What follows belongs to an exercise in optimizing a design on an open flow for small area, a short achievable clock period and few clock cycles; a production flow would make more cautious choices. Function was checked by simulation only, so behaviour that the tests miss may differ from the original. Power figures rest on the tool's default switching activity, not on a simulated workload.

## flow/flow/run.sh

```bash
#!/bin/bash
# Standard ORFS layout (the standard.sh, unchanged synthesis), with the
# port buffers inserted by global placement taken from the plain buffer
# sky130_fd_sc_hd__buf_1 instead of the default choice.
set -euo pipefail
export BUFFER_PORTS_ARGS="-buffer_cell sky130_fd_sc_hd__buf_1"
bash standard.sh finish > standard.log 2>&1
```

## flow/standard.sh

```bash
#!/bin/bash
# synth_recipe.tcl (not shown) runs the flow's synth.tcl, then flattens the netlist and writes it again
# the make line also repeats each setting of config.mk as NAME=value (left out here)
make -C /OpenROAD-flow-scripts/flow DESIGN_CONFIG=/design/flow/config.mk WORK_HOME=/design/flow/orfs CLKGATE_MAP_FILE= SYNTH_SCRIPT=/design/flow/synth_recipe.tcl "${@:-finish}"
```

## flow/design.v

```verilog
module fcodec (
    input  wire         clk,
    input  wire         rst,             
    input  wire         cfg_variant_b,   
    input  wire         cfg_deadline,    
    input  wire [3:0]   cfg_retry_limit, 
    input  wire         cfg_rx_verify,
    input  wire         cfg_rx_unstuff,
    input  wire         cfg_b_countbyte, 
    input  wire         cmd_valid,
    output wire         cmd_ready,
    input  wire [7:0]   cmd_op,
    input  wire [2:0]   cmd_name,
    input  wire [7:0]   cmd_dev,
    input  wire [3:0]   cmd_count,
    input  wire [95:0]  cmd_values,      
    output reg          busy,
    output reg          done,
    output reg          err,
    output reg  [3:0]   fault,
    output reg  [1:0]   finfo,
    output reg  [2:0]   rcount,
    output reg          rvalid,
    output wire [101:0] rv,              
    output reg          tx_valid,
    input  wire         tx_ready,
    output reg  [7:0]   tx_data,
    output reg          tx_last,
    input  wire         tx_fail,         
    output reg          rx_req,          
    input  wire         rx_valid,
    input  wire [7:0]   rx_data,
    input  wire         rx_end,          
    input  wire [1:0]   rx_status        
);
    localparam [3:0] F_NONE = 4'd0, F_UNKNOWN = 4'd1, F_TIMEOUT = 4'd2,
                     F_TRANSPORT = 4'd3, F_MALFORMED = 4'd4, F_BADCOUNT = 4'd5,
                     F_CHECKSUM = 4'd6, F_ILLEGAL = 4'd7;
    localparam [7:0] OP_WRREG = 8'h01, OP_RDREG = 8'h02, OP_RESET = 8'h0F;
    reg        is_wr;
    reg [2:0]  name_r;
    reg [2:0]  cnt;
    reg        vb, uns, cb, ver;
    reg        sb;           
    reg        waiting;      
    reg [3:0]  rem;          
    reg [4:0]  gidx;         
    reg [7:0]  ub_q;         
    reg        gesc;         
    reg [7:0]  sum;
    reg [7:0]  rxq;
    reg        rxvq;
    reg        rx_any;
    reg        found;
    reg        escp;
    reg [4:0]  kpos;         
    reg        cks_ok;
    reg [7:0]  lo_q;         
    wire       lo_gt70 = (lo_q > 8'h70);
    wire       lo_nz   = (lo_q != 8'h00);
    reg [16:0] rvr [0:5];
    integer i;
    reg ready_r;             
    assign cmd_ready = ready_r;
    genvar g;
    generate
        for (g = 0; g < 6; g = g + 1) begin : g_rv
            assign rv[17*g +: 17] = rvr[g];
        end
    endgenerate
    wire kill   = rst | (cmd_valid && cmd_op == OP_RESET);
    wire accept = cmd_valid && !busy;
    wire op_ok  = (cmd_op == OP_WRREG) || (cmd_op == OP_RDREG);
    wire cnt_ok = (cmd_count != 4'd0) && (cmd_count <= 4'd6);
    wire nm_ok  = (cmd_name <= 3'd4);
    wire [3:0] chk_fault = !op_ok ? F_ILLEGAL : !cnt_ok ? F_BADCOUNT :
                           !nm_ok ? F_UNKNOWN : F_NONE;
    reg [11:0] sb_addr;
    always @(*) begin
        case ({name_r, sb})
            4'b000_0: sb_addr = 12'd1486;
            4'b000_1: sb_addr = 12'd1494;
            4'b001_0: sb_addr = 12'd1498;
            4'b001_1: sb_addr = 12'd1506;
            4'b010_0: sb_addr = 12'd1522;
            4'b010_1: sb_addr = 12'd1530;
            4'b011_0: sb_addr = 12'd1546;
            4'b011_1: sb_addr = 12'd1554;
            4'b100_1: sb_addr = 12'd1590;
            default:  sb_addr = 12'd1582;
        endcase
    end
    wire cls  = (name_r == 3'd4);
    wire nsb2 = vb && (cnt > 3'd4);
    reg [2:0] nv_b;
    always @(*) begin
        if (sb)
            nv_b = {1'b0, cnt[1:0]};             
        else
            nv_b = (cnt > 3'd4) ? 3'd4 : cnt;
    end
    wire [3:0]  k2     = gidx[3:0] - 4'd5;                 
    wire        hi_sel = gidx[0] ^ vb;                     
    wire [7:0]  vbyte  = hi_sel ? rvr[0][15:8] : rvr[0][7:0];
    wire        bval  = is_wr && (k2[2:0] < {nv_b[1:0], 1'b0} || nv_b[2]);
    wire pa = !vb;
    wire [20:0] at;      
    genvar gp;
    generate
        for (gp = 0; gp < 21; gp = gp + 1) begin : g_at
            assign at[gp] = (gidx == gp);
        end
    endgenerate
    wire a_val = pa && (gidx >= 5'd6);                       
    wire b_pay = vb && (gidx >= 5'd5) && (gidx <= 5'd12);    
    wire [7:0] a_len = is_wr ? {4'b0000, cnt + 3'd1, 1'b1} : 8'h03;
    wire [7:0] nb =
          ({8{pa && at[0]}} & 8'h90)
        | ({8{pa && at[1]}} & lo_q)
        | ({8{pa && at[2]}} & a_len)
        | ({8{pa && at[3]}} & {7'b0001000, !is_wr} | {8{pa && at[3] && is_wr}} & 8'h02)
        | ({8{pa && at[4]}} & sb_addr[7:0])
        | ({8{pa && at[5]}} & {4'b0000, sb_addr[11:8]})
        | ({8{a_val && is_wr}} & vbyte)
        | ({8{a_val && !is_wr}} & 8'h0C)
        | ({8{vb && at[0]}} & 8'hAA)
        | ({8{vb && at[1]}} & 8'hFF)
        | ({8{vb && at[2]}} & {sb_addr[1:0], 6'h3F})
        | ({8{vb && at[3]}} & sb_addr[9:2])
        | ({8{vb && at[4]}} & {5'b00000, is_wr, sb_addr[11:10]})
        | ({8{b_pay && bval}} & vbyte)
        | ({8{vb && at[5] && !is_wr && cb}} & (sb ? 8'd4 : 8'd8))
        | ({8{vb && at[13]}} & (is_wr ? {4'b0000, nv_b, 1'b0} : {7'd0, cb}))
        | ({8{vb && at[15]}} & 8'h01)
        | ({8{vb && (at[18] || at[19])}} & 8'h55);
    wire [3:0] c3    = {1'b0, cnt} + 4'd3;
    wire       w_hit = (gidx[4:1] == c3);
    wire       n_cks = vb ? (gidx == 5'd17) : is_wr ? (w_hit && !gidx[0]) : (gidx == 5'd7);
    wire       g_end = vb ? (gidx == 5'd20) : is_wr ? (w_hit &&  gidx[0]) : (gidx == 5'd8);
    wire ub_reserved = (ub_q == 8'hAA) || (ub_q == 8'h55) || (ub_q == 8'hA5);
    wire g_stuff     = vb && (gidx >= 5'd2) && (gidx <= 5'd18) && !gesc && ub_reserved;
    wire [7:0] sum_n = sum + (waiting ? rxq : ub_q);
    reg d_emit, d_found_n, d_escp_n;
    always @(*) begin
        d_emit    = 1'b0;
        d_found_n = found;
        d_escp_n  = escp;
        if (!vb) begin
            d_emit = 1'b1;
        end else if (!found) begin
            if (rxq == 8'hAA) begin
                d_emit    = 1'b1;
                d_found_n = 1'b1;
            end
        end else if (uns && (kpos >= 5'd2) && !escp && (rxq == 8'hA5)) begin
            d_escp_n = 1'b1;
        end else begin
            d_emit   = 1'b1;
            d_escp_n = 1'b0;
        end
    end
    wire [4:0] kcks_pos = vb ? 5'd18 : 5'd19;
    wire [4:0] need     = vb ? (ver ? 5'd19 : 5'd14) : (ver ? 5'd20 : 5'd19);
    wire       d_take   = rxvq && d_emit;
    wire [4:0] kpos_n   = (d_take && kpos != 5'd31) ? kpos + 5'd1 : kpos;
    wire       short_n  = d_take ? (kpos < need - 5'd1) : (kpos < need);    
    wire       found_n  = rxvq ? d_found_n : found;
    wire       any_n    = rx_any | rxvq;
    wire       cks_ok_n = (d_take && kpos == kcks_pos) ? (rxq == sum) : cks_ok;
    wire        f_hi  = vb ? (kpos[0] && kpos >= 5'd7 && kpos <= (sb ? 5'd9 : 5'd13))
                           : (!kpos[0] && kpos >= 5'd8 && kpos <= 5'd18);
    wire        rx_shift = d_take && !is_wr && f_hi;
    wire [15:0] f_u   = {rxq, lo_q};
    wire        f_big = (rxq > 8'h17) || (rxq == 8'h17 && lo_gt70);
    wire        f_neg = (rxq > 8'h80) || (rxq == 8'h80 && lo_nz);
    wire [16:0] f_san = !cls ? (f_big ? 17'd0 : {1'b0, f_u})
                             : {f_neg, f_u};
    wire g_adv    = busy && !waiting && tx_ready && !tx_last && !g_stuff;
    wire nb_val   = vb ? (b_pay && bval) : (a_val && is_wr);
    wire tx_shift = g_adv && nb_val && hi_sel;
    wire b_rx     = vb && !is_wr;
    wire shift    = tx_shift || rx_shift;
    wire sh_lo    = shift && !(b_rx && sb);
    wire sh_hi    = shift && !(b_rx && !sb);
    wire ins3     = b_rx && !sb;
    wire rx_live = busy && waiting && !rx_req;
    task complete;
        input [3:0] code;
        input [1:0] info;
        begin
            fault <= code;
            finfo <= info;
            err   <= (code != F_NONE);
            done  <= 1'b1;
            busy  <= 1'b0;
            ready_r <= 1'b1;
        end
    endtask
    always @(posedge clk) begin
        rxq  <= rx_data;
        rxvq <= rx_valid && rx_live;
        if (!busy) begin
            vb      <= cfg_variant_b;
            uns     <= cfg_rx_unstuff;
            cb      <= cfg_b_countbyte;
            ver     <= cfg_rx_verify;
            is_wr   <= (cmd_op == OP_WRREG);
            name_r  <= cmd_name;
            lo_q    <= cmd_dev;
            cnt     <= cmd_count[2:0];
            sb      <= 1'b0;
            waiting <= 1'b0;
        end
        if (!busy || !waiting)
            rem <= cfg_deadline ? 4'd1 : cfg_retry_limit;
        if (accept)
            for (i = 0; i < 6; i = i + 1)
                rvr[i] <= {1'b0, cmd_values[16*i +: 16]};
        if (!busy || waiting) begin
            tx_data <= (busy ? vb : cfg_variant_b) ? 8'hAA : 8'hEB;
            tx_last <= 1'b0;
            gidx    <= 5'd1;
            gesc    <= 1'b0;
            ub_q    <= (busy ? vb : cfg_variant_b) ? 8'hAA : 8'h90;
        end else if (tx_ready && !tx_last) begin
            if (g_stuff) begin
                tx_data <= 8'hA5;
                gesc    <= 1'b1;
            end else begin
                tx_data <= ub_q;
                tx_last <= g_end;
                gesc    <= 1'b0;
                gidx    <= gidx + 5'd1;
                sum     <= (gidx == 5'd1) ? 8'd0 : sum_n;
                ub_q    <= n_cks ? sum_n : nb;
            end
        end
        if (rx_req) begin
            rx_any <= 1'b0;
            found  <= 1'b0;
            escp   <= 1'b0;
            kpos   <= 5'd0;
            sum    <= 8'd0;
            cks_ok <= 1'b0;
        end else if (rxvq) begin
            rx_any <= 1'b1;
            found  <= d_found_n;
            escp   <= d_escp_n;
            if (d_emit) begin
                kpos   <= kpos_n;
                lo_q    <= rxq;
                if (kpos >= 5'd2)
                    sum <= sum_n;
                cks_ok <= cks_ok_n;
            end
        end
        if (sh_lo) begin
            rvr[0] <= rvr[1];
            rvr[1] <= rvr[2];
            rvr[2] <= rvr[3];
            rvr[3] <= ins3 ? f_san : rvr[4];
        end
        if (sh_hi) begin
            rvr[4] <= rvr[5];
            rvr[5] <= f_san;
        end
        if (kill) begin
            busy     <= 1'b0;
            ready_r  <= 1'b1;
            done     <= 1'b0;
            err      <= 1'b0;
            fault    <= F_NONE;
            finfo    <= 2'd0;
            rcount   <= 3'd0;
            rvalid   <= 1'b0;
            tx_valid <= 1'b0;
            rx_req   <= 1'b0;
        end else if (!busy) begin
            if (cmd_valid) begin
                rvalid   <= 1'b0;
                rcount   <= 3'd0;
                finfo    <= 2'd0;
                fault    <= chk_fault;
                err      <= (chk_fault != F_NONE);
                done     <= (chk_fault != F_NONE);
                busy     <= (chk_fault == F_NONE);
                ready_r  <= (chk_fault != F_NONE);
                tx_valid <= (chk_fault == F_NONE);
            end
        end else if (!waiting) begin
            if (tx_ready && tx_last) begin
                tx_valid <= 1'b0;
                if (tx_fail) begin
                    complete(F_TRANSPORT, {sb, sb});
                end else begin
                    waiting <= 1'b1;
                    rx_req  <= 1'b1;
                end
            end
        end else begin
            rx_req <= 1'b0;
            if (rx_end && !rx_req) begin
                if (rx_status[1]) begin
                    complete(F_TRANSPORT, {1'b1, sb});
                end else if (rx_status[0] || !any_n) begin
                    if (rem == 4'd1) begin
                        complete(F_TIMEOUT, {1'b1, sb});
                    end else begin
                        if (rem != 4'd0)
                            rem <= rem - 4'd1;
                        rx_req <= 1'b1;
                    end
                end else if (!is_wr && vb && !found_n) begin
                    complete(F_MALFORMED, {1'b1, sb});
                end else if (!is_wr && short_n) begin
                    complete(F_MALFORMED, {1'b1, sb});
                end else if (!is_wr && ver && !cks_ok_n) begin
                    complete(F_CHECKSUM, {1'b1, sb});
                end else if (!sb && nsb2) begin
                    sb       <= 1'b1;
                    tx_valid <= 1'b1;
                    waiting  <= 1'b0;
                end else begin
                    complete(F_NONE, 2'b00);
                    if (!is_wr) begin
                        rvalid <= 1'b1;
                        rcount <= cnt;
                    end
                end
            end
        end
    end
endmodule
```

## flow/config.mk

```make
export PLATFORM = sky130hd
export DESIGN_NAME = fcodec
export DESIGN_NICKNAME = fcodec
export VERILOG_FILES = /design/flow/design.v
export SDC_FILE = /design/flow/constraint.sdc
export NUM_CORES = 4
export LEC_CHECK = 0
export ABC_AREA = 1
export CAP_MARGIN = 20
export CORE_MARGIN = 2
export CORE_UTILIZATION = 40
export CTS_CLUSTER_DIAMETER = 80
export CTS_CLUSTER_SIZE = 25
export PLACE_DENSITY = 0.6
export SETUP_SLACK_MARGIN = 5
export SLEW_MARGIN = 20
```

## flow/constraint.sdc

```tcl
create_clock -name core_clock -period 8.0 [get_ports {clk}]
set_input_delay 1.6000 -clock core_clock [delete_from_list [all_inputs] [get_ports {clk}]]
set_output_delay 1.6000 -clock core_clock [all_outputs]
set_load 0.01 [all_outputs]
```

==> reports/qor.log, run 1 <==
[floorplanning] die outline width 170 microns
[routing] Vias/cell 5.29
[final_layout] n_diodes 0
[routing] total number of vias 10400
[floorplanning] initial core utilization 0.408
[sta] worst setup skew after layout 0.0147 ns
[sta] final critical-path required period 2.86 ns
[global_route] grt ovf 0
[final_layout] Layout Cell Area excl Fill 13300 sq um
[clocking] total clock buffers created by CTS 17
[global_route] global-route wire length before repair 55700 microns
[sta] hold violation total from the final report 0
[floorplanning] area enclosed by the die boundary 28800 sq um
[sta] Final Max Tran Viols 0
[sta] Total Negative Setup Slacks 0 ns
[synthesis] number of different library cells in the post-synthesis netlist 56
[routing] Initial DRT Pass Iterations 5
[clocking] number of levels the H-tree was split into 4
[final_layout] filler cell count 2659
[clocking] Clk Tree Root Cell clkbuf_16
[synthesis] Seq/Total Area, Yosys 0.464
[clocking] clock tree buffer depth 2
[synthesis] synthesized-area fraction occupied by ao, oa, aoi and oai cells 0.106
[final_layout] count of nets after finishing 1796
[synthesis] net count after synthesis 1535
[synthesis] main combinational cell family by area after synthesis simple AND/OR/NAND/NOR gates
[clocking] sinks on the clock net 191
[flow_run] total of max-cap violations 0
[global_route] all-layer global routing usage 0.252
[sta] final setup fails 0
[routing] overall routed net length 36300 microns
[sta] worst relative slew slack 0.363
[synthesis] cell count after synthesis 1352
[power] peak supply drop 0.144 mV
[floorplanning] placeable core area 27000 sq um
[clocking] clock network latency to the later pin of the worst-skew pair 0.44 ns
[min_path] Hold Crit Class reg2reg
[final_layout] Area growth, synth to finish 20.6%
[global_route] vias in the first global route 9867
[setup_path] family with the most delay on the worst path simple AND/OR/NAND/NOR gates
[setup_path] slowest library cell on the worst path nand2_8
[sta] Worst Max-Slew Pin Slew 0.955 ns
[clocking] CTS clk-pin slew, worst paths 0.08 ns
[synthesis] share of synthesized registers carrying an async set or reset 0
[synthesis] commonest register cell after synthesis edfxtp_1
[synthesis] Synth Area in Adders 0.0439
[sta] RSZ-0062 raised after global routing true
[setup_path] CP endpoint kind flop
[clocking] quantity of hold-fixing buffers added after cts 0
[synthesis] #FFs+latches synth 191
[setup_path] kind of launch point of the worst setup path input port
[floorplanning] FP Rows 60
[setup_path] cell-by-cell trace of the critical path buf_1 -> nand2_4 -> inv_2 -> nand2_4 -> nor2_4 -> nand3_4 -> nand2_8 -> nand2_8 -> nand2_8
[synthesis] mux contribution to synthesized area 0.00478
[routing] average detailed-routed wire length per instance 18.5 microns
[setup_path] Required @ worst endpoint 8.15 ns
[synthesis] EDFF count, synth 128
[placement] Placement Cell Area 12200 sq um
[synthesis] post-synthesis simple-gate area fraction 0.286
[floorplanning] DIE HEIGHT 170 microns
[setup_path] WP data arrival 3.01 ns
[synthesis] total of warnings raised by yosys 2
[sta] period utilization 0.358
[synthesis] Post-Synthesis Cell Area 11000 sq um
[sta] Fmax 0.349 GHz
[routing] total DRC errors in the routed layout 0
[final_layout] share of final-layout standard cells stronger than drive strength 1 0.102
[floorplanning] Boundary Pins 272
[global_route] largest net degree at the start of global routing 64
[power] P per Cell Area 182 nW/um^2
[clocking] clock tree from TritonCTS yes
[setup_path] cell seen most often among critical-path stages nand2_8
[placement] post-DP HPWL 26400 microns
[routing] ANT nets after route 0
[power] total leakage power 5.50 nW
[synthesis] Synth Area in XOR/XNOR 0.0127
[setup_path] critical path peak fanout 20
[global_route] number of antenna violations at the first check in global routing 0
[routing] initial detailed-routing violation count 845
[setup_path] start-to-end type of the worst setup path in2reg
[placement] Routability Congestion 0.922
[setup_path] CP max stage delay 0.27 ns
[setup_path] count of buffering cells on the critical path with inverters included 2
[outcome] result of the run finished clean
[placement] input/output buffers 270
[synthesis] Mean Syn Cell Area 8.13 sq um
cells by family (layout without fill, tap and decap cells):
family          after synthesis  after routing
mux                           5              5
compound gates              211            211
flops                       191            191
simple gates                686            697
other cells                   1              1
xor+xnor                     16             16
fa+ha+maj                    38             38
buf+inv                     204            467
metal layers:
| layer | vias up | global-route usage | wire (microns) |
|---|---|---|---|
| met1 | 4913 | 0.350 | 16100 |
| met5 | - | 0 | 0 |
| met3 | 54 | 0.0429 | 2340 |
| met2 | 389 | 0.403 | 17000 |
| li1 | 5051 | - | - |
| met4 | 0 | 0.0754 | 893 |
stage by stage:
stage               hold slack, ns  instances  setup slack [ns]  total power [W]   util
floorplan                    0.432       1352              5.01          0.00136      -
global placement             0.443       1910              3.78          0.00149  0.452
detailed placement           0.448       1910              3.73          0.00149  0.452
CTS                          0.460       1960              5.00          0.00242  0.487
global route                 0.482       1967              4.97          0.00251  0.492
finish                       0.456       1967              5.14          0.00242  0.492
synthesized netlist by cell type, types with 2 or more instances:
cell,n,area [sq um]
nand2_1,398,1490
inv_1,131,492
edfxtp_1,128,3840
nor2_1,97,364
o21ai_0,83,415
nand3_1,74,370
dfxtp_1,63,1260
a21oi_1,62,310
nand3_2,44,440
ha_1,37,463
nor3_1,25,125
o21ai_1,24,120
clkbuf_1,21,78.8
inv_2,16,60.1
buf_2,15,75.1
nand4_1,15,93.8
o211ai_1,15,113
buf_4,10,75.1
xor2_1,10,87.6
nor4_1,8,50.1
xnor2_1,6,52.6
a31oi_1,5,31.3
buf_1,5,18.8
nand2_2,5,31.3
nor2_4,5,56.3
o22ai_1,5,31.3
nor3b_1,4,30.0
buf_12,3,60.1
mux2i_1,3,30.0
and2_1,2,12.5
buf_8,2,30.0
mux2_2,2,22.5
nand2_4,2,22.5
nor2_2,2,12.5
o21ai_2,2,17.5
o311ai_0,2,17.5
o31ai_1,2,15.0
worst paths after layout:
check	from	end	slack, ns	depth (start not counted)
worst max-delay path	tx_ready	rvr[1][5]	5.14	9
worst max register to register	gidx[0]	rvr[1][5]	5.23	13
worst min-delay path	rx_any	rx_any	0.46	2
worst min register to register	rx_any	rx_any	0.46	2
flip-flops by register name, summed over array words and instances (netlist names), 2 cells and up:
| register | flops |
|---|---|
| kpos | 5 |
| tx_data | 8 |
| rvr | 102 |
| gidx | 5 |
| rem | 4 |
| ub_q | 8 |
| cnt | 3 |
| rxq | 8 |
| lo_q | 8 |
| fault | 3 |
| finfo | 2 |
| sum | 8 |
| rcount | 3 |
| name_r | 3 |
layout by cell type, fill, tap and decap left out, types with 12 or more instances in the layout:
cell type,synthesis,layout
o21ai_1,24,25
buf_1,5,270
inv_2,16,17
buf_4,10,14
inv_1,131,128
a21oi_1,62,61
clkbuf_16,0,17
nand4_1,15,15
dfxtp_1,63,57
nand3_2,44,42
o211ai_1,15,15
nor3_1,25,23
edfxtp_1,128,128
o21ai_0,83,82
nand2_1,398,392
nand3_1,74,74
ha_1,37,37
nand2_8,0,12
nor2_1,97,96
final cells by class:
| type | instances | area (sq um) | area share |
|---|---|---|---|
| clock inverter | 15 | 216 | 0.0163 |
| inverter | 147 | 558 | 0.0421 |
| timing repair buffer | 288 | 1190 | 0.0897 |
| sequential | 191 | 5120 | 0.386 |
| clock buffer | 17 | 425 | 0.0321 |
| tap | 341 | 427 | 0.0322 |
| multi-input combinational | 968 | 5330 | 0.402 |
power breakdown:
part,switching [W],total (W),internal [W]
Combinational,0.000218,0.000336,0.000117
Sequential,0.0000481,0.00115,0.00111
Clock,0.000442,0.000928,0.000486
worst min-delay path, cell delays in order (launching register included):
cell,delay (ns)
dfxtp_1,0.30
inv_1,0.06
a21oi_1,0.05
timing repair:
item,in CTS,in global routing
cloned,11,0
setup endpoints to repair,210,221
pin swaps,5,3
buffers inserted,7,7
gates resized for setup,22,17
Testbench counts, summed over its fixed seeds: cycles 99,641.
==> run 2: changes to the inputs <==
==> flow/flow/run.sh (replaced) <==
#!/bin/bash
# Standard ORFS layout (the standard.sh, unchanged synthesis), with two
# changes to how the layout is optimised:
#  - the port buffers inserted at global placement are the plain buffer
#    sky130_fd_sc_hd__buf_1 instead of the default choice;
set -euo pipefail
export BUFFER_PORTS_ARGS="-buffer_cell sky130_fd_sc_hd__buf_1"
bash standard.sh SETUP_SLACK_MARGIN=5.3 finish > standard.log 2>&1
--- a/flow/config.mk
+++ b/flow/config.mk
@@ -7,5 +7,5 @@
 export LEC_CHECK = 0
 export ABC_AREA = 1
-export CAP_MARGIN = 20
+export CAP_MARGIN = 50
 export CORE_MARGIN = 2
 export CORE_UTILIZATION = 40
@@ -14,3 +14,3 @@
 export PLACE_DENSITY = 0.6
 export SETUP_SLACK_MARGIN = 5
-export SLEW_MARGIN = 20
+export SLEW_MARGIN = 50
==> run 2 against run 1 <==
Against the previous run: wire length is 6.6% higher; clock power shrank 2.5%; worst setup slack improved by 0.17 ns; total power barely moved; largest power group unchanged; sequential share of layout area fell by 2.0 points; combinational power grew 6.8%; synthesized cell count is the same; count of clock-buffer cells in the layout unchanged; clock skew is 0.00083 ns higher; largest cell class unchanged.
==> reports/qor.log, run 2 <==
[outcome] result of the run finished clean
[setup_path] Required @ worst endpoint 6.40 ns
[setup_path] kind of launch point of the worst setup path flop
[synthesis] most common cell in the netlist nand2_1
[setup_path] WP data arrival 1.10 ns
[synthesis] Post-Synthesis Cell Area 11000 sq um
[routing] average detailed-routed wire length per instance 19.2 microns
[global_route] grt ovf 0
[clocking] clock network latency to the later pin of the worst-skew pair 0.45 ns
[floorplanning] initial core utilization 0.408
[setup_path] destination of the critical timing path rv[84]
[setup_path] terminus of the critical flop-to-flop path rvr[4][0]
[sta] RSZ-0062 raised after global routing true
[final_layout] post-layout utilization of the core 0.521
[sta] worst setup skew after layout 0.0156 ns
[global_route] global-route wire length before repair 56100 microns
[floorplanning] area enclosed by the die boundary 28800 sq um
[setup_path] instance count on the critical path 1
[setup_path] startpoint of the most critical register-to-register path cnt[1]
[synthesis] area share of the largest cell type after synthesis 0.350
[placement] input/output buffers 270
[synthesis] number of different library cells in the post-synthesis netlist 56
[floorplanning] die outline width 170 microns
[synthesis] top post-synthesis cells by area edfxtp_1 (35%), nand2_1 (14%), dfxtp_1 (11%)
[sta] period utilization 0.337
[setup_path] start-to-end type of the worst setup path reg2out
[floorplanning] FP Rows 60
[power] Final Total Pwr 0.00242 W
[clocking] clock tree buffer depth 2
[power] peak supply drop 0.119 mV
[routing] total number of vias 10800
[final_layout] Sequential Area 5130 sq um
[floorplanning] Boundary Pins 272
[final_layout] count of nets after finishing 1842
[global_route] all-layer global routing usage 0.255
[routing] Vias/cell 5.39
[setup_path] depth of the worst register-to-register path 16
[setup_path] family with the most delay on the worst path flip-flops
[clocking] Clk Tree Root Cell clkbuf_16
[floorplanning] placeable core area 27000 sq um
[sta] final setup fails 0
[flow_run] total of max-cap violations 0
[clocking] CTS clk-pin slew, worst paths 0.09 ns
[final_layout] max FFs per register 102
[synthesis] #FFs+latches synth 191
[setup_path] setup slack on the worst flop-to-flop path 5.34 ns
[synthesis] Mean Syn Cell Area 8.13 sq um
[routing] total DRC errors in the routed layout 0
[setup_path] count of buffering cells on the critical path with inverters included 1
[power] P per Cell Area 172 nW/um^2
[final_layout] leading cell type in the layout, fill and taps excluded nand2_1
[routing] initial detailed-routing violation count 1042
[placement] Routability Congestion 0.917
[global_route] number of antenna violations at the first check in global routing 0
[final_layout] highest-count cells in the layout ignoring fill and taps nand2_1 (365), buf_1 (267), edfxtp_1 (128)
[synthesis] Seq/Total Area, Yosys 0.464
[sta] Total Negative Setup Slacks 0 ns
[sta] post-route worst hold slack 0.469 ns
[routing] Initial DRT Pass Iterations 6
[final_layout] filler cell count 2564
[synthesis] EDFF count, synth 128
[synthesis] commonest register cell after synthesis edfxtp_1
[synthesis] most frequent cells after synthesis nand2_1 (398), inv_1 (131), edfxtp_1 (128)
[sta] worst relative slew slack 0.471
[setup_path] CP endpoint kind output port
[final_layout] n_diodes 0
[final_layout] Area growth, synth to finish 27.8%
[sta] Final Max Tran Viols 0
[global_route] vias in the first global route 9758
[sta] final critical-path required period 2.70 ns
[synthesis] total of warnings raised by yosys 2
[sta] Fmax 0.371 GHz
[final_layout] footprint of the multi-input gates 5710 sq um
[final_layout] Non-Filler Instances 2013
[floorplanning] DIE HEIGHT 170 microns
[clocking] sinks on the clock net 191
[placement] post-DP HPWL 26700 microns
[min_path] Hold Crit Class reg2reg
[routing] overall routed net length 38700 microns
[final_layout] share of final-layout standard cells stronger than drive strength 1 0.160
[setup_path] Critical Path Source rvr[4][16]
[global_route] largest net degree at the start of global routing 64
[synthesis] net count after synthesis 1535
[setup_path] CP max stage delay 0.47 ns
[power] total leakage power 5.79 nW
[clocking] number of levels the H-tree was split into 4
[setup_path] critical path peak fanout 2
[final_layout] most flop-heavy register rvr
[placement] placed insts 1912
[synthesis] cell count after synthesis 1352
[synthesis] Yosys top cell by area edfxtp_1
[setup_path] slowest library cell on the worst path edfxtp_1
[sta] Worst Max-Slew Pin Slew 0.794 ns
[sta] hold violation total from the final report 0
[routing] ANT nets after route 0
[clocking] total clock buffers created by CTS 17
[synthesis] share of synthesized registers carrying an async set or reset 0
[setup_path] cell-by-cell trace of the critical path clkbuf_2
[clocking] clock tree from TritonCTS yes
## run 2: cell counts after synthesis
No cell type changed its count.
## run 2: how the worst min path moves through the flow
stage / from / endpoint / slack [ns] / depth (start not counted)
finish: fault[0] / fault[0] / 0.47 / 2
global route: finfo[0] / finfo[0] / 0.49 / 2
CTS: finfo[0] / finfo[0] / 0.47 / 2
global placement: ready_r / ready_r / 0.44 / 2
detailed placement: ready_r / ready_r / 0.46 / 2
floorplan: rem[0] / rem[0] / 0.44 / 1
## run 2: layout make-up
type	instances	area share
flip-flops and latches	191	0.366
multi-input cells	981	0.407
clock inverters	15	0.0143
clock buffers	17	0.0303
well taps	341	0.0304
inverters	147	0.0408
repair buffers	321	0.112
## run 2: kinds of logic (layout without fill, tap and decap cells)
| group | Yosys count | in the layout | synth area share |
|---|---|---|---|
| AND/OR/NAND/NOR | 686 | 710 | 0.286 |
| flip-flops | 191 | 191 | 0.464 |
| multiplexers | 5 | 5 | 0.00478 |
| XOR/XNOR | 16 | 16 | 0.0127 |
| adder cells (fa/ha/maj) | 38 | 38 | 0.0439 |
| buffers and inverters | 204 | 500 | 0.0814 |
| AO/OA/AOI/OAI | 211 | 211 | 0.106 |
| other | 1 | 1 | 0.000341 |
## run 2: worst min-delay path, delay by kind of cell (launching register included)
family	cells	cell delay, ns
flops	1	0.31
simple gates	1	0.06
compound gates	1	0.05
## run 2: timing repair
item                       CTS  global route
hold buffers                 0             0
setup endpoints to repair  221           227
cloned                      13            14
pin swaps                   11            29
setup buffers               19            23
resized for setup           35            79
## run 2: metrics by stage
step                      instance area [sq um]  setup WS (ns)
after floorplan                           11100           5.01
after global placement                    12200           3.85
after detailed placement                  12300           4.06
after CTS                                 13400           5.30
after global routing                      14000           5.26
final                                     14000           5.30
## run 2: power by group
group,internal (W),switching [W]
clock,0.000434,0.000471
sequential,0.00111,0.0000486
combinational,0.000128,0.000231
total,0.00167,0.000750
## run 2: routing by layer
layer / wire, microns / global-route usage
met5: 0 / 0
met4: 1320 / 0.0929
met3: 3000 / 0.0469
met2: 17800 / 0.397
met1: 16600 / 0.356
==> run 3: changes to the inputs <==
--- a/flow/flow/run.sh
+++ b/flow/flow/run.sh
@@ -6,3 +6,3 @@
 set -euo pipefail
 export BUFFER_PORTS_ARGS="-buffer_cell sky130_fd_sc_hd__buf_1"
-bash standard.sh SETUP_SLACK_MARGIN=5.3 finish > standard.log 2>&1
+bash standard.sh SETUP_SLACK_MARGIN=5.2 finish > standard.log 2>&1
==> run 3 against run 2 <==
Against the previous run: cell area down 1.7%; non-clock buffer count down 16; synthesized cell count unchanged; via count down 1.1%; still clean on timing, DRC and antenna; utilization down 0.91 points; clock skew up 0.0041 ns; fmax down 1.1%; sequential cell count unchanged; combinational power about the same; critical path type unchanged.
==> reports/qor.log, run 3 <==
[global_route] grt ovf 0
[synthesis] net count after synthesis 1535
[synthesis] cell count after synthesis 1352
[floorplanning] initial core utilization 0.408
[clocking] Clk Tree Root Cell clkbuf_16
[min_path] Hold Crit Class reg2reg
[routing] total DRC errors in the routed layout 0
[global_route] all-layer global routing usage 0.255
[synthesis] Post-Synthesis Cell Area 11000 sq um
[sta] worst setup skew after layout 0.0197 ns
[synthesis] share of synthesized registers carrying an async set or reset 0
[routing] average detailed-routed wire length per instance 19.4 microns
[final_layout] filler cell count 2638
[flow_run] total of max-cap violations 0
[floorplanning] area enclosed by the die boundary 28800 sq um
[routing] ANT nets after route 0
[floorplanning] Boundary Pins 272
[synthesis] commonest register cell after synthesis edfxtp_1
[clocking] clock network latency to the later pin of the worst-skew pair 0.45 ns
[final_layout] leading cell type in the layout, fill and taps excluded nand2_1
[synthesis] EDFF count, synth 128
[global_route] number of antenna violations at the first check in global routing 0
[sta] final setup fails 0
[floorplanning] die outline width 170 microns
[synthesis] Yosys top cell by area edfxtp_1
[setup_path] count of buffering cells on the critical path with inverters included 1
[final_layout] count of nets after finishing 1827
[outcome] result of the run finished clean
[clocking] quantity of hold-fixing buffers added after cts 0
[floorplanning] FP Rows 60
[clocking] CTS clk-pin slew, worst paths 0.09 ns
[global_route] largest net degree at the start of global routing 64
[final_layout] max FFs per register 102
[power] total leakage power 5.63 nW
[synthesis] most common cell in the netlist nand2_1
[setup_path] critical path peak fanout 2
[clocking] clock tree buffer depth 2
[final_layout] share of final-layout standard cells stronger than drive strength 1 0.145
[sta] worst relative slew slack 0.402
[power] peak supply drop 0.109 mV
[setup_path] kind of launch point of the worst setup path flop
[routing] overall routed net length 38800 microns
[final_layout] most flop-heavy register rvr
[routing] total number of vias 10700
[clocking] sinks on the clock net 191
[final_layout] highest-count cells in the layout ignoring fill and taps nand2_1 (354), buf_1 (269), edfxtp_1 (128)
[sta] Final Max Tran Viols 0
[setup_path] Required @ worst endpoint 6.40 ns
[setup_path] family with the most delay on the worst path flip-flops
[sta] hold violation total from the final report 0
[clocking] clock tree from TritonCTS yes
[global_route] vias in the first global route 9797
[placement] Routability Congestion 0.894
[setup_path] slowest library cell on the worst path edfxtp_1
[routing] Vias/cell 5.37
[sta] Worst Max-Slew Pin Slew 0.897 ns
[clocking] total clock buffers created by CTS 17
[sta] period utilization 0.341
[synthesis] most frequent cells after synthesis nand2_1 (398), inv_1 (131), edfxtp_1 (128)
[placement] input/output buffers 270
[sta] Total Negative Setup Slacks 0 ns
[synthesis] #FFs+latches synth 191
[synthesis] top post-synthesis cells by area edfxtp_1 (35%), nand2_1 (14%), dfxtp_1 (11%)
[final_layout] Area growth, synth to finish 25.5%
[power] P per Cell Area 173 nW/um^2
[setup_path] cell-by-cell trace of the critical path buf_1
[routing] initial detailed-routing violation count 931
[sta] Fmax 0.366 GHz
[synthesis] Mean Syn Cell Area 8.13 sq um
[setup_path] start-to-end type of the worst setup path reg2out
[synthesis] total of warnings raised by yosys 2
[global_route] global-route wire length before repair 56000 microns
[placement] post-DP HPWL 26600 microns
[setup_path] CP max stage delay 0.50 ns
[final_layout] n_diodes 0
[synthesis] number of different library cells in the post-synthesis netlist 56
[power] Final Total Pwr 0.00238 W
[sta] final critical-path required period 2.73 ns
[floorplanning] DIE HEIGHT 170 microns
[clocking] number of levels the H-tree was split into 4
[setup_path] WP data arrival 1.13 ns
[synthesis] Seq/Total Area, Yosys 0.464
[synthesis] area share of the largest cell type after synthesis 0.350
[setup_path] CP endpoint kind output port
[floorplanning] placeable core area 27000 sq um
[routing] Initial DRT Pass Iterations 5
[sta] RSZ-0062 raised after global routing true
-- run 3: what timing repair did --
item                                    CTS  global route
cloned                                   10            17
pin swaps                                 7            10
buffers inserted                         13            15
endpoints found under the setup margin  219           216
resized for setup                        23            68
-- run 3: metal layers --
metal  part of all wire  up-vias  track usage  wire [microns]
li1                   -     5144            -               -
met1               0.43     5037        0.346           16700
met2               0.47      475        0.411           18100
met3              0.075       64       0.0487            2900
met4              0.027        0       0.0814            1050
met5                  0        -            0               0
-- run 3: cells by family (layout without fill, tap and decap cells) --
family	count (synthesis)	in the layout	share of synthesized area
xor+xnor	16	16	0.0127
flops	191	191	0.464
other cells	1	1	0.000341
mux	5	5	0.00478
compound gates	211	211	0.106
buf+inv	204	484	0.0814
simple gates	686	711	0.286
fa+ha+maj	38	38	0.0439
-- run 3: cell type report --
type | instances | area [sq um] | area share
Clock buffer | 17 | 425 | 0.0308
Clock inverter | 15 | 161 | 0.0117
Inverter | 147 | 572 | 0.0414
Multi-Input combinational cell | 982 | 5680 | 0.411
Sequential cell | 191 | 5120 | 0.371
Tap cell | 341 | 427 | 0.0309
Timing Repair Buffer | 305 | 1420 | 0.103
-- run 3: path summary, 6_finish.rpt --
| path | endpoint | start | slack [ns] | depth (start not counted) |
|---|---|---|---|---|
| setup / recovery | rv[22] | rvr[1][5] | 5.27 | 1 |
| hold / removal | done | done | 0.46 | 2 |
| setup reg to reg | rvr[3][0] | vb | 5.29 | 7 |
| hold reg to reg | done | done | 0.46 | 2 |
-- run 3: stage by stage --
| step | std cells | worst slack [ns] | utilization | hold WS (ns) | instance area, sq um |
|---|---|---|---|---|---|
| 3_3_place_gp | 1911 | 3.84 | 0.453 | 0.441 | 12200 |
| 6_report | 1998 | 5.27 | 0.512 | 0.462 | 13800 |
| 2_1_floorplan | 1352 | 5.01 | - | 0.432 | 11100 |
| 4_1_cts | 1966 | 5.21 | 0.489 | 0.460 | 13200 |
| 3_5_place_dp | 1911 | 4.05 | 0.454 | 0.449 | 12200 |
| 5_1_grt | 1998 | 5.14 | 0.512 | 0.484 | 13800 |
-- run 3: report_power, final --
group | internal [W] | total, W | switching [W]
sequential | 0.00111 | 0.00115 | 0.0000482
clock | 0.000422 | 0.000872 | 0.000450
combinational | 0.000130 | 0.000357 | 0.000228
==> run 4: changes to the inputs <==
--- a/flow/design.v
+++ b/flow/design.v
@@ -41,4 +41,5 @@
     reg [2:0]  name_r;
     reg [2:0]  cnt;
+    reg [2:0]  vrem;         
     reg        vb, uns, cb, ver;
     reg        sb;           
@@ -100,8 +101,7 @@
             nv_b = (cnt > 3'd4) ? 3'd4 : cnt;
     end
-    wire [3:0]  k2     = gidx[3:0] - 4'd5;                 
     wire        hi_sel = gidx[0] ^ vb;                     
     wire [7:0]  vbyte  = hi_sel ? rvr[0][15:8] : rvr[0][7:0];
-    wire        bval  = is_wr && (k2[2:0] < {nv_b[1:0], 1'b0} || nv_b[2]);
+    wire        bval  = is_wr && (vrem != 3'd0);
     wire pa = !vb;
     wire [20:0] at;      
@@ -134,6 +134,5 @@
         | ({8{vb && at[15]}} & 8'h01)
         | ({8{vb && (at[18] || at[19])}} & 8'h55);
-    wire [3:0] c3    = {1'b0, cnt} + 4'd3;
-    wire       w_hit = (gidx[4:1] == c3);
+    wire       w_hit = (vrem == 3'd0);
     wire       n_cks = vb ? (gidx == 5'd17) : is_wr ? (w_hit && !gidx[0]) : (gidx == 5'd7);
     wire       g_end = vb ? (gidx == 5'd20) : is_wr ? (w_hit &&  gidx[0]) : (gidx == 5'd8);
@@ -177,5 +176,5 @@
                              : {f_neg, f_u};
     wire g_adv    = busy && !waiting && tx_ready && !tx_last && !g_stuff;
-    wire nb_val   = vb ? (b_pay && bval) : (a_val && is_wr);
+    wire nb_val   = vb ? (b_pay && bval) : (a_val && bval);
     wire tx_shift = g_adv && nb_val && hi_sel;
     wire b_rx     = vb && !is_wr;
@@ -209,4 +208,5 @@
             lo_q    <= cmd_dev;
             cnt     <= cmd_count[2:0];
+            vrem    <= cmd_count[2:0];
             sb      <= 1'b0;
             waiting <= 1'b0;
@@ -255,4 +255,6 @@
             end
         end
+        if (tx_shift)
+            vrem <= vrem - 3'd1;
         if (sh_lo) begin
             rvr[0] <= rvr[1];
--- a/flow/flow/run.sh
+++ b/flow/flow/run.sh
@@ -6,3 +6,3 @@
 set -euo pipefail
 export BUFFER_PORTS_ARGS="-buffer_cell sky130_fd_sc_hd__buf_1"
-bash standard.sh SETUP_SLACK_MARGIN=5.2 finish > standard.log 2>&1
+bash standard.sh SETUP_SLACK_MARGIN=5.3 finish > standard.log 2>&1
--- a/flow/config.mk
+++ b/flow/config.mk
@@ -9,5 +9,5 @@
 export CAP_MARGIN = 50
 export CORE_MARGIN = 2
-export CORE_UTILIZATION = 40
+export CORE_UTILIZATION = 45
 export CTS_CLUSTER_DIAMETER = 80
 export CTS_CLUSTER_SIZE = 25
==> run 4 against run 3 <==
Against the previous run: combinational power decreased by 21%; still clean; first-iteration DRC count up 38%; critical path depth is the same; clock skew is 0.0095 ns lower; critical endpoint is now rv[59]; non-clock buffer count is 11 lower; sequential share of layout area rose by 2.4 points; synthesized cell count is 1.5% lower; largest power group unchanged; sequential power hardly changed; clock power is 0.9% higher; global-route usage up 2.9 points; worst setup slack better by 0.054 ns; fmax is 2.0% higher.
==> reports/qor.log, run 4 <==
[global_route] vias in the first global route 9729
[floorplanning] area enclosed by the die boundary 24900 sq um
[clocking] sinks on the clock net 194
[clocking] clock network latency to the later pin of the worst-skew pair 0.45 ns
[sta] period utilization 0.334
[setup_path] CP max stage delay 0.40 ns
[final_layout] share of final-layout standard cells stronger than drive strength 1 0.0842
[sta] RSZ-0062 raised after global routing false
[placement] Routability Congestion 0.895
[floorplanning] FP Rows 56
[setup_path] CP endpoint kind output port
[floorplanning] initial core utilization 0.456
[setup_path] slowest library cell on the worst path edfxtp_1
[power] total leakage power 5.50 nW
[routing] initial detailed-routing violation count 1284
[setup_path] startpoint of the most critical register-to-register path is_wr
[outcome] result of the run finished clean
[synthesis] Mean Syn Cell Area 8.01 sq um
[synthesis] EDFF count, synth 131
[routing] Initial DRT Pass Iterations 5
[synthesis] Seq/Total Area, Yosys 0.487
[clocking] clock tree from TritonCTS yes
[final_layout] n_diodes 0
[flow_run] total of max-cap violations 0
[final_layout] Non-Filler Instances 1947
[setup_path] kind of launch point of the worst setup path flop
[global_route] grt ovf 0
[synthesis] cell count after synthesis 1332
[synthesis] commonest register cell after synthesis edfxtp_1
[floorplanning] DIE HEIGHT 158 microns
[synthesis] Yosys top cell by area edfxtp_1
[global_route] largest net degree at the start of global routing 65
[sta] Total Negative Setup Slacks 0 ns
[synthesis] area share of the largest cell type after synthesis 0.369
[final_layout] max FFs per register 102
[synthesis] number of different library cells in the post-synthesis netlist 50
[floorplanning] die outline width 158 microns
[sta] hold violation total from the final report 0
[setup_path] terminus of the critical flop-to-flop path rvr[1][3]
[setup_path] critical path peak fanout 2
[min_path] capture endpoint of the worst hold path ready_r
[setup_path] cell-by-cell trace of the critical path buf_1
[min_path] Hold Crit Class reg2reg
[synthesis] most common cell in the netlist nand2_1
[routing] Vias/cell 5.39
[floorplanning] Boundary Pins 272
[min_path] start point of the worst min-delay path ready_r
[clocking] Clk Tree Root Cell clkbuf_16
[global_route] global-route wire length before repair 53300 microns
[sta] worst setup skew after layout 0.0102 ns
[setup_path] WP data arrival 1.08 ns
[global_route] number of antenna violations at the first check in global routing 0
[setup_path] depth of the worst register-to-register path 9
[sta] final critical-path required period 2.68 ns
[sta] final setup fails 0
[clocking] total clock buffers created by CTS 17
[sta] Final Max Tran Viols 0
[synthesis] net count after synthesis 1514
[placement] post-DP HPWL 25000 microns
[final_layout] most flop-heavy register rvr
[synthesis] share of synthesized registers carrying an async set or reset 0
[clocking] clock tree buffer depth 2
[setup_path] family with the most delay on the worst path flip-flops
[synthesis] most frequent cells after synthesis nand2_1 (394), inv_1 (143), edfxtp_1 (131)
[placement] input/output buffers 270
[setup_path] start-to-end type of the worst setup path reg2out
[sta] worst relative slew slack 0.554
[setup_path] Required @ worst endpoint 6.40 ns
[final_layout] highest-count cells in the layout ignoring fill and taps nand2_1 (384), buf_1 (268), inv_1 (137)
[final_layout] Area growth, synth to finish 23.8%
[routing] average detailed-routed wire length per instance 18.5 microns
[final_layout] count of nets after finishing 1797
[synthesis] Post-Synthesis Cell Area 10700 sq um
[synthesis] #FFs+latches synth 194
[synthesis] total of warnings raised by yosys 2
[routing] total DRC errors in the routed layout 0
[sta] post-route worst hold slack 0.463 ns
[min_path] number of instances on the worst hold path 2
[global_route] all-layer global routing usage 0.283
[final_layout] leading cell type in the layout, fill and taps excluded nand2_1
[clocking] CTS clk-pin slew, worst paths 0.08 ns
[placement] placed insts 1874
[power] Final Total Pwr 0.00233 W
[routing] total number of vias 10500
[synthesis] top post-synthesis cells by area edfxtp_1 (37%), nand2_1 (14%), dfxtp_1 (12%)
[power] P per Cell Area 176 nW/um^2
[clocking] number of levels the H-tree was split into 4
[routing] ANT nets after route 0
[sta] Worst Max-Slew Pin Slew 0.670 ns
[sta] Fmax 0.374 GHz
[power] peak supply drop 0.122 mV
[setup_path] setup slack on the worst flop-to-flop path 5.41 ns
[routing] overall routed net length 36100 microns
[floorplanning] placeable core area 23400 sq um
[setup_path] count of buffering cells on the critical path with inverters included 1
run 4: cell types whose count changed in the layout (fill, tap and decap cells not counted), sizes merged, moves of 4 or more:
cell   change
buf       -10
nand2      -7
nand3     +13
nor2      -16
o21ai      -4
o22ai      +5
xor2       -6
run 4: final cells by class:
class	count	area (sq um)
tap	319	399
fill	2300	10200
multi-input combinational	960	5190
clock inverter	11	110
timing repair buffer	294	1230
inverter	148	571
sequential	194	5220
clock buffer	21	493
run 4: layer usage:
layer  GRT usage  vias up  part of all wire
li1            -     5078                 -
met1       0.403     4893              0.44
met2       0.434      461              0.46
met3      0.0673       55             0.083
met4      0.0772        0             0.020
met5           0        -                 0
run 4: worst max path at each step:
stage / to / depth (start not counted) / startpoint
2_1_floorplan: rvr[0][0] / 9 / tx_ready
3_5_place_dp: rvr[0][2] / 9 / tx_ready
4_1_cts: finfo[1] / 14 / vb
6_report: rv[59] / 1 / rvr[3][8]
5_1_grt: rvr[1][6] / 9 / is_wr
3_3_place_gp: rvr[0][10] / 9 / tx_ready
run 4: worst reg2reg max path: stages (launching register included):
cell and delay [ns]:
edfxtp_1 0.54, clkinvlp_4 0.29, nor2_1 0.23, o2111ai_1 0.21
a21oi_2 0.31, nand2_8 0.12, nand2_4 0.19, nand2_4 0.21
nand2_1 0.17, nand2_1 0.08
run 4: cells by family (layout without fill, tap and decap cells):
logic type      after synthesis  in the layout  synth area share
mux                           1              1           0.00106
flops                       194            194             0.487
compound gates              212            212             0.110
xor+xnor                     10             10           0.00821
buf+inv                     199            474            0.0774
fa+ha+maj                    37             37            0.0441
simple gates                678            699             0.272
other cells                   1              1          0.000352
run 4: power breakdown:
group	leakage, nW	switching, W	internal, W	total [W]
logic	3.37	0.000187	0.0000958	0.000282
registers	1.83	0.0000419	0.00112	0.00116
clock network	0.299	0.000422	0.000458	0.000880
total	5.50	0.000650	0.00168	0.00233
run 4: repair_timing:
| action | CTS | global route |
|---|---|---|
| setup buffers | 10 | 10 |
| hold endpoints to repair | 0 | 0 |
| cloned | 18 | 3 |
| hold buffers | 0 | 0 |
| gates resized for setup | 27 | 34 |
| pin swaps | 9 | 3 |
| setup endpoints to repair | 232 | 234 |
run 4: through the flow:
step / setup slack [ns] / cell area [sq um] / util
after floorplan: 4.99 / 10800 / -
after global placement: 3.20 / 11900 / 0.509
after detailed placement: 3.77 / 11900 / 0.510
after CTS: 5.30 / 13000 / 0.555
after global routing: 5.28 / 13200 / 0.564
final: 5.32 / 13200 / 0.564
Testbench counts of run 4, summed over its fixed seeds: cycles 99,641.
==> run 5: changes to the inputs <==
--- a/flow/design.v
+++ b/flow/design.v
@@ -51,4 +51,6 @@
     reg [7:0]  sum;
     reg [7:0]  rxq;
+    reg        rxq_aa, rxq_a5;   
+    reg        f_hi;             
     reg        rxvq;
     reg        rx_any;
@@ -148,9 +150,9 @@
             d_emit = 1'b1;
         end else if (!found) begin
-            if (rxq == 8'hAA) begin
+            if (rxq_aa) begin
                 d_emit    = 1'b1;
                 d_found_n = 1'b1;
             end
-        end else if (uns && (kpos >= 5'd2) && !escp && (rxq == 8'hA5)) begin
+        end else if (uns && (kpos >= 5'd2) && !escp && rxq_a5) begin
             d_escp_n = 1'b1;
         end else begin
@@ -167,6 +169,6 @@
     wire       any_n    = rx_any | rxvq;
     wire       cks_ok_n = (d_take && kpos == kcks_pos) ? (rxq == sum) : cks_ok;
-    wire        f_hi  = vb ? (kpos[0] && kpos >= 5'd7 && kpos <= (sb ? 5'd9 : 5'd13))
-                           : (!kpos[0] && kpos >= 5'd8 && kpos <= 5'd18);
+    wire        f_hi_n = vb ? (kpos_n[0] && kpos_n >= 5'd7 && kpos_n <= (sb ? 5'd9 : 5'd13))
+                            : (!kpos_n[0] && kpos_n >= 5'd8 && kpos_n <= 5'd18);
     wire        rx_shift = d_take && !is_wr && f_hi;
     wire [15:0] f_u   = {rxq, lo_q};
@@ -197,5 +199,7 @@
     endtask
     always @(posedge clk) begin
-        rxq  <= rx_data;
+        rxq    <= rx_data;
+        rxq_aa <= (rx_data == 8'hAA);
+        rxq_a5 <= (rx_data == 8'hA5);
         rxvq <= rx_valid && rx_live;
         if (!busy) begin
@@ -241,4 +245,5 @@
             escp   <= 1'b0;
             kpos   <= 5'd0;
+            f_hi   <= 1'b0;
             sum    <= 8'd0;
             cks_ok <= 1'b0;
@@ -249,4 +254,5 @@
             if (d_emit) begin
                 kpos   <= kpos_n;
+                f_hi   <= f_hi_n;
                 lo_q    <= rxq;
                 if (kpos >= 5'd2)
==> run 5 against run 4 <==
Against the previous run: cell count rose by 4.1%; cell area rose by 5.4%; wire length rose by 4.9%; first-iteration DRC count fell by 12%; die area rose by 2.3%; critical path depth did not move; critical path type unchanged.
==> reports/qor.log, run 5 <==
[clocking] number of levels the H-tree was split into 4
[global_route] all-layer global routing usage 0.285
[global_route] largest net degree at the start of global routing 71
[routing] sum of routed wire segments on met1 16600 microns
[synthesis] commonest register cell after synthesis edfxtp_1
[synthesis] Post-Synthesis Cell Area 10900 sq um
[placement] Placement Cell Area 12200 sq um
[synthesis] top post-synthesis cells by area edfxtp_1 (36%), nand2_1 (15%), dfxtp_1 (12%)
[floorplanning] area enclosed by the die boundary 25500 sq um
[routing] Initial DRT Pass Iterations 5
[synthesis] area share of the largest cell type after synthesis 0.360
[setup_path] family with the most delay on the worst path flip-flops
[setup_path] Required @ worst endpoint 6.40 ns
[sta] period utilization 0.334
[floorplanning] FP Rows 56
[routing] total length of routed met3 wires 3120 microns
[routing] total number of vias 10900
[global_route] grt ovf 0
[synthesis] share of synthesized registers carrying an async set or reset 0
[clocking] clock tree buffer depth 2
[floorplanning] DIE HEIGHT 160 microns
[final_layout] most flop-heavy register rvr
[sta] Fmax 0.374 GHz
[setup_path] slowest library cell on the worst path edfxtp_1
[min_path] capture endpoint of the worst hold path done
[synthesis] most common cell in the netlist nand2_1
[synthesis] Yosys top cell by area edfxtp_1
[placement] post-DP HPWL 25900 microns
[setup_path] WP data arrival 1.07 ns
[final_layout] Layout Cell Area excl Fill 13900 sq um
[power] total leakage power 5.99 nW
[sta] RSZ-0062 raised after global routing true
[clocking] clock tree from TritonCTS yes
[final_layout] Non-Filler Instances 2027
[placement] Routability Congestion 0.933
[sta] Total Negative Setup Slacks 0 ns
[floorplanning] placeable core area 23600 sq um
[routing] average detailed-routed wire length per instance 18.7 microns
[power] P per Cell Area 170 nW/um^2
[clocking] total clock buffers created by CTS 17
[final_layout] max FFs per register 102
[clocking] Clk Tree Root Cell clkbuf_16
[clocking] clock network latency to the later pin of the worst-skew pair 0.45 ns
[min_path] Hold Crit Class reg2reg
[synthesis] net count after synthesis 1571
[routing] Vias/cell 5.36
[sta] final setup fails 0
[min_path] number of instances on the worst hold path 2
[floorplanning] Boundary Pins 272
[setup_path] cell-by-cell trace of the critical path buf_1
[setup_path] depth of the worst register-to-register path 16
[final_layout] highest-count cells in the layout ignoring fill and taps nand2_1 (402), buf_1 (269), inv_1 (148)
[sta] worst relative slew slack 0.454
[min_path] start point of the worst min-delay path done
[final_layout] count of nets after finishing 1875
[sta] Worst Max-Slew Pin Slew 0.819 ns
[placement] input/output buffers 270
[synthesis] most frequent cells after synthesis nand2_1 (436), inv_1 (157), nand3_1 (141)
[routing] met2 WL 17000 microns
[routing] ANT nets after route 0
[synthesis] cell count after synthesis 1390
[setup_path] terminus of the critical flop-to-flop path rvr[2][13]
[setup_path] CP max stage delay 0.46 ns
[outcome] result of the run finished clean
[final_layout] share of final-layout standard cells stronger than drive strength 1 0.115
[synthesis] #FFs+latches synth 197
[power] Final Total Pwr 0.00237 W
[sta] hold violation total from the final report 0
[setup_path] startpoint of the most critical register-to-register path gidx[1]
[synthesis] total of warnings raised by yosys 2
[placement] placed insts 1932
[clocking] CTS clk-pin slew, worst paths 0.09 ns
[setup_path] start-to-end type of the worst setup path reg2out
[floorplanning] initial core utilization 0.462
[final_layout] leading cell type in the layout, fill and taps excluded nand2_1
[setup_path] count of buffering cells on the critical path with inverters included 1
[routing] overall routed net length 37800 microns
[sta] final critical-path required period 2.67 ns
[setup_path] setup slack on the worst flop-to-flop path 5.37 ns
[flow_run] total of max-cap violations 0
[setup_path] kind of launch point of the worst setup path flop
[synthesis] Seq/Total Area, Yosys 0.482
[synthesis] number of different library cells in the post-synthesis netlist 51
[synthesis] EDFF count, synth 131
[power] peak supply drop 0.109 mV
[routing] initial detailed-routing violation count 1124
[sta] Final Max Tran Viols 0
[floorplanning] die outline width 160 microns
[final_layout] Area growth, synth to finish 27.5%
[global_route] number of antenna violations at the first check in global routing 0
[routing] uppermost routed layer met4
[synthesis] Mean Syn Cell Area 7.85 sq um
[sta] worst setup skew after layout 0.0180 ns
[global_route] vias in the first global route 10100
[clocking] sinks on the clock net 197
[final_layout] filler cell count 2264
[global_route] global-route wire length before repair 56400 microns
[setup_path] critical path peak fanout 2
[setup_path] CP endpoint kind output port
[routing] total DRC errors in the routed layout 0
-- run 5: changes by cell type after synthesis, moves of 5 or more --
cell / delta
a21oi_1: -10
inv_1: +14
nand4_1: +5
nand3_1: +11
nand2_1: +42
o21ai_1: -19
o211ai_1: -10
nor2_1: +18
-- run 5: area by class of cell --
cell class,instances,area [sq um],share of cell area
flip-flops and latches,197,5290,0.380
clock buffers,19,464,0.0334
well taps,319,399,0.0287
repair buffers,313,1440,0.103
multi-input cells,1003,5550,0.399
diodes,1,2.50,0.000180
inverters,162,624,0.0449
clock inverters,13,153,0.0110
-- run 5: repair_timing --
item                                    4_1_cts  5_1_grt
cloned                                       20        7
buffers inserted                             17       18
hold buffers                                  0        0
endpoints found under the setup margin      230      228
pin swaps                                     9       22
resized for setup                            43       73
-- run 5: metal layers --
metal	vias up	track usage
li1	5262	-
met1	5002	0.399
met2	526	0.442
met3	72	0.0509
met4	0	0.105
met5	-	0
-- run 5: logic make-up (layout without fill, tap and decap cells) --
logic type,after synthesis,in the layout,synth area share
multiplexers,4,4,0.00378
other,1,2,0.000344
AO/OA/AOI/OAI,177,177,0.0909
adder cells (fa/ha/maj),36,36,0.0420
flip-flops,197,197,0.482
XOR/XNOR,12,12,0.00963
buffers and inverters,216,507,0.0822
AND/OR/NAND/NOR,747,773,0.290
-- run 5: through the flow --
stage	worst slack (ns)	utilization	hold WS, ns
6_report	5.33	0.589	0.465
2_1_floorplan	5.19	-	0.448
3_3_place_gp	3.91	0.515	0.445
4_1_cts	5.30	0.567	0.468
3_5_place_dp	3.86	0.516	0.445
5_1_grt	5.17	0.589	0.487
-- run 5: worst max-delay path by stage --
| stage | from | to | slack (ns) | depth (start not counted) |
|---|---|---|---|---|
| after floorplan | tx_ready | rvr[0][0] | 5.19 | 7 |
| after global placement | tx_ready | rvr[0][1] | 3.91 | 7 |
| after detailed placement | tx_ready | rvr[0][6] | 3.86 | 7 |
| after CTS | gidx[1] | rvr[3][13] | 5.30 | 16 |
| after global routing | kpos[0] | f_hi | 5.17 | 21 |
| final | rvr[3][11] | rv[62] | 5.33 | 1 |
-- run 5: power by group --
group / switching, W / internal [W] / total (W)
Clock: 0.000437 / 0.000459 / 0.000896
Sequential: 0.0000411 / 0.00114 / 0.00118
Combinational: 0.000191 / 0.000106 / 0.000298
Total: 0.000669 / 0.00170 / 0.00237
Testbench counts of run 5, summed over its fixed seeds: cycles 99,641.
==> run 6: changes to the inputs <==
--- a/flow/design.v
+++ b/flow/design.v
@@ -51,6 +51,4 @@
     reg [7:0]  sum;
     reg [7:0]  rxq;
-    reg        rxq_aa, rxq_a5;   
-    reg        f_hi;             
     reg        rxvq;
     reg        rx_any;
@@ -150,9 +148,9 @@
             d_emit = 1'b1;
         end else if (!found) begin
-            if (rxq_aa) begin
+            if (rxq == 8'hAA) begin
                 d_emit    = 1'b1;
                 d_found_n = 1'b1;
             end
-        end else if (uns && (kpos >= 5'd2) && !escp && rxq_a5) begin
+        end else if (uns && (kpos >= 5'd2) && !escp && (rxq == 8'hA5)) begin
             d_escp_n = 1'b1;
         end else begin
@@ -169,6 +167,6 @@
     wire       any_n    = rx_any | rxvq;
     wire       cks_ok_n = (d_take && kpos == kcks_pos) ? (rxq == sum) : cks_ok;
-    wire        f_hi_n = vb ? (kpos_n[0] && kpos_n >= 5'd7 && kpos_n <= (sb ? 5'd9 : 5'd13))
-                            : (!kpos_n[0] && kpos_n >= 5'd8 && kpos_n <= 5'd18);
+    wire        f_hi  = vb ? (kpos[0] && kpos >= 5'd7 && kpos <= (sb ? 5'd9 : 5'd13))
+                           : (!kpos[0] && kpos >= 5'd8 && kpos <= 5'd18);
     wire        rx_shift = d_take && !is_wr && f_hi;
     wire [15:0] f_u   = {rxq, lo_q};
@@ -199,7 +197,5 @@
     endtask
     always @(posedge clk) begin
-        rxq    <= rx_data;
-        rxq_aa <= (rx_data == 8'hAA);
-        rxq_a5 <= (rx_data == 8'hA5);
+        rxq  <= rx_data;
         rxvq <= rx_valid && rx_live;
         if (!busy) begin
@@ -218,7 +214,4 @@
         if (!busy || !waiting)
             rem <= cfg_deadline ? 4'd1 : cfg_retry_limit;
-        if (accept)
-            for (i = 0; i < 6; i = i + 1)
-                rvr[i] <= {1'b0, cmd_values[16*i +: 16]};
         if (!busy || waiting) begin
             tx_data <= (busy ? vb : cfg_variant_b) ? 8'hAA : 8'hEB;
@@ -245,5 +238,4 @@
             escp   <= 1'b0;
             kpos   <= 5'd0;
-            f_hi   <= 1'b0;
             sum    <= 8'd0;
             cks_ok <= 1'b0;
@@ -254,5 +246,4 @@
             if (d_emit) begin
                 kpos   <= kpos_n;
-                f_hi   <= f_hi_n;
                 lo_q    <= rxq;
                 if (kpos >= 5'd2)
@@ -263,13 +254,14 @@
         if (tx_shift)
             vrem <= vrem - 3'd1;
-        if (sh_lo) begin
-            rvr[0] <= rvr[1];
-            rvr[1] <= rvr[2];
-            rvr[2] <= rvr[3];
-            rvr[3] <= ins3 ? f_san : rvr[4];
-        end
-        if (sh_hi) begin
-            rvr[4] <= rvr[5];
-            rvr[5] <= f_san;
+        if (busy ? sh_lo : cmd_valid) begin
+            rvr[0] <= {rvr[1][16], busy ? rvr[1][15:0] : cmd_values[15:0]};
+            rvr[1] <= {rvr[2][16], busy ? rvr[2][15:0] : cmd_values[31:16]};
+            rvr[2] <= {rvr[3][16], busy ? rvr[3][15:0] : cmd_values[47:32]};
+            rvr[3] <= ins3 ? {f_san[16], busy ? f_san[15:0] : cmd_values[63:48]}
+                           : {rvr[4][16], busy ? rvr[4][15:0] : cmd_values[63:48]};
+        end
+        if (busy ? sh_hi : cmd_valid) begin
+            rvr[4] <= {rvr[5][16], busy ? rvr[5][15:0] : cmd_values[79:64]};
+            rvr[5] <= {f_san[16],  busy ? f_san[15:0]  : cmd_values[95:80]};
         end
         if (kill) begin
==> run 6 against run 5 <==
Against the previous run: synthesized area fell by 4.4%; sequential share of layout area rose by 2.9 points; critical path depth did not move; sequential power barely moved; global-route usage fell by 1.4 points; critical endpoint is now rv[77].
==> reports/qor.log, run 6 <==
[placement] DP Worst Slack 4.67 ns
[floorplanning] FP Rows 55
[synthesis] synthesized-area fraction occupied by ao, oa, aoi and oai cells 0.0962
[routing] average detailed-routed wire length per instance 18.4 microns
[final_layout] n_diodes 0
[synthesis] share of synthesized registers carrying an async set or reset 0
[synthesis] #FFs+latches synth 194
[global_route] GR Layer Usage met1 0.392
[sta] Fmax 0.375 GHz
[floorplanning] DIE HEIGHT 156 microns
[clocking] clock network latency to the later pin of the worst-skew pair 0.46 ns
[synthesis] EDFF count, synth 131
[synthesis] most frequent cells after synthesis nand2_1 (437), edfxtp_1 (131), inv_1 (127)
[final_layout] most flop-heavy register rvr
[synthesis] Post-Synthesis Cell Area 10400 sq um
[final_layout] Layout Cell Area excl Fill 12800 sq um
[sta] min setup slack post-route 5.34 ns
[routing] initial detailed-routing violation count 1049
[setup_path] count of buffering cells on the critical path with inverters included 1
[sta] worst setup skew after layout 0.0256 ns
[sta] period utilization 0.333
[clocking] total clock buffers created by CTS 17
[outcome] result of the run finished clean
[setup_path] CP endpoint kind output port
[final_layout] leading cell type in the layout, fill and taps excluded nand2_1
[final_layout] post-layout utilization of the core 0.562
[global_route] all-layer global routing usage 0.271
[synthesis] Synth Area in Adders 0.0439
[routing] ANT nets after route 0
[placement] post-DP HPWL 25200 microns
[setup_path] slowest library cell on the worst path edfxtp_1
[synthesis] Synth Area in XOR/XNOR 0.00839
[global_route] number of antenna violations at the first check in global routing 1
[synthesis] net count after synthesis 1475
[power] peak supply drop 0.119 mV
[floorplanning] Boundary Pins 272
[power] sequential group share of total power 0.497
[setup_path] Required @ worst endpoint 6.40 ns
[min_path] Hold Crit Class reg2reg
[synthesis] main combinational cell family by area after synthesis simple AND/OR/NAND/NOR gates
[power] cell-internal power 0.00167 W
[power] net switching component of the power 0.000673 W
[synthesis] Seq/Total Area, Yosys 0.498
[synthesis] post-synthesis simple-gate area fraction 0.283
[synthesis] number of different library cells in the post-synthesis netlist 54
[final_layout] Area growth, synth to finish 22.3%
[clocking] clock tree buffer depth 2
[flow_run] total of max-cap violations 0
[power] Sw Ratio 0.287
[routing] total number of vias 10100
[clocking] Clk Tree Root Cell clkbuf_16
[clocking] clock tree from TritonCTS yes
[setup_path] CP max stage delay 0.45 ns
[clocking] number of levels the H-tree was split into 4
[global_route] global-route wire length before repair 50600 microns
[setup_path] WP data arrival 1.06 ns
[min_path] number of instances on the worst hold path 1
[floorplanning] placeable core area 22700 sq um
[synthesis] total of warnings raised by yosys 2
[setup_path] instance count on the critical path 1
[clocking] quantity of hold-fixing buffers added after cts 0
[power] total leakage power 5.45 nW
[synthesis] commonest register cell after synthesis edfxtp_1
[final_layout] highest-count cells in the layout ignoring fill and taps nand2_1 (430), buf_1 (268), edfxtp_1 (131)
[setup_path] cell-by-cell trace of the critical path buf_1
[synthesis] top post-synthesis cells by area edfxtp_1 (38%), nand2_1 (16%), dfxtp_1 (12%)
[placement] Routability Congestion 0.924
[global_route] largest net degree at the start of global routing 103
[routing] Vias/cell 5.40
[sta] Total Negative Setup Slacks 0 ns
[final_layout] count of nets after finishing 1750
## run 6: cell types whose count changed after synthesis, sizes merged, moves of 6 or more
cell    previous run  this run
nand2            440       449
inv              162       135
a21oi             49        61
nand4             18        43
clkbuf            26        32
buf               28        11
nor2             105        87
nand3            142        63
## run 6: final timing paths
kind / start / slack (ns) / end
min reg2reg: rx_req / 0.45 / rx_any
max: rvr[4][9] / 5.34 / rv[77]
min: rx_req / 0.45 / rx_any
max reg2reg: gidx[0] / 5.48 / rvr[1][15]
## run 6: layout make-up
| class | count | area [sq um] |
|---|---|---|
| repair buffers | 290 | 1230 |
| flip-flops and latches | 194 | 5210 |
| multi-input cells | 928 | 4820 |
| well taps | 285 | 357 |
| fillers | 2256 | 9950 |
| clock inverters | 15 | 191 |
| inverters | 138 | 527 |
| clock buffers | 17 | 425 |
## run 6: power by group through the flow
stage,Combinational [W],Sequential [W],Clock [W]
2_1_floorplan,0.000144,0.00119,0
4_1_cts,0.000262,0.00117,0.000906
5_1_grt,0.000312,0.00117,0.000944
3_3_place_gp,0.000256,0.00119,0
6_report,0.000280,0.00117,0.000900
3_5_place_dp,0.000259,0.00119,0
## run 6: per-stage QoR
step	instances	hold slack (ns)	power, W
finish	1867	0.447	0.00235
global route	1867	0.462	0.00243
detailed placement	1809	0.444	0.00145
CTS	1842	0.451	0.00234
global placement	1809	0.431	0.00145
floorplan	1294	0.432	0.00134
## run 6: cell families (layout without fill, tap and decap cells)
family | Yosys count | count (layout)
AOI/OAI and AO/OA | 181 | 181
xor gates and xnor gates | 10 | 10
adders and majority gates | 36 | 36
buffers and inverters | 181 | 460
DFF | 194 | 194
muxes | 3 | 3
other | 1 | 1
and+or+nand+nor | 688 | 697
## run 6: worst register-to-register path, delay by kind of cell (launching register included)
family | cells | cell delay [ns]
adder cells (fa/ha/maj) | 1 | 0.19
AND/OR/NAND/NOR | 5 | 0.65
AO/OA/AOI/OAI | 2 | 0.55
flip-flops | 1 | 0.38
buffers and inverters | 3 | 0.46
## run 6: per-layer routing
layer | part of all wire | up-vias | wire [microns]
met5 | 0.00035 | - | 12
met4 | 0.022 | 2 | 748
met3 | 0.085 | 58 | 2930
met2 | 0.45 | 456 | 15300
met1 | 0.45 | 4672 | 15300
li1 | - | 4899 | -
## run 6: repair_timing
action                     in CTS  in global routing
gates cloned                    1                  8
gates resized for setup         6                 20
pin swaps                       2                  7
setup endpoints to repair     123                129
buffers inserted                0                 17
Testbench counts of run 6, summed over its fixed seeds: cycles 99,641.

Re-timed with assumed drivers on the ports (clkbuf_16 on the clock, buf_2 on other inputs), run 6 has 5.284 ns of setup slack against 5.335 ns with ideal ports, and 4.918 ns once port delays also move by the mid clock arrival of 0.494 ns.
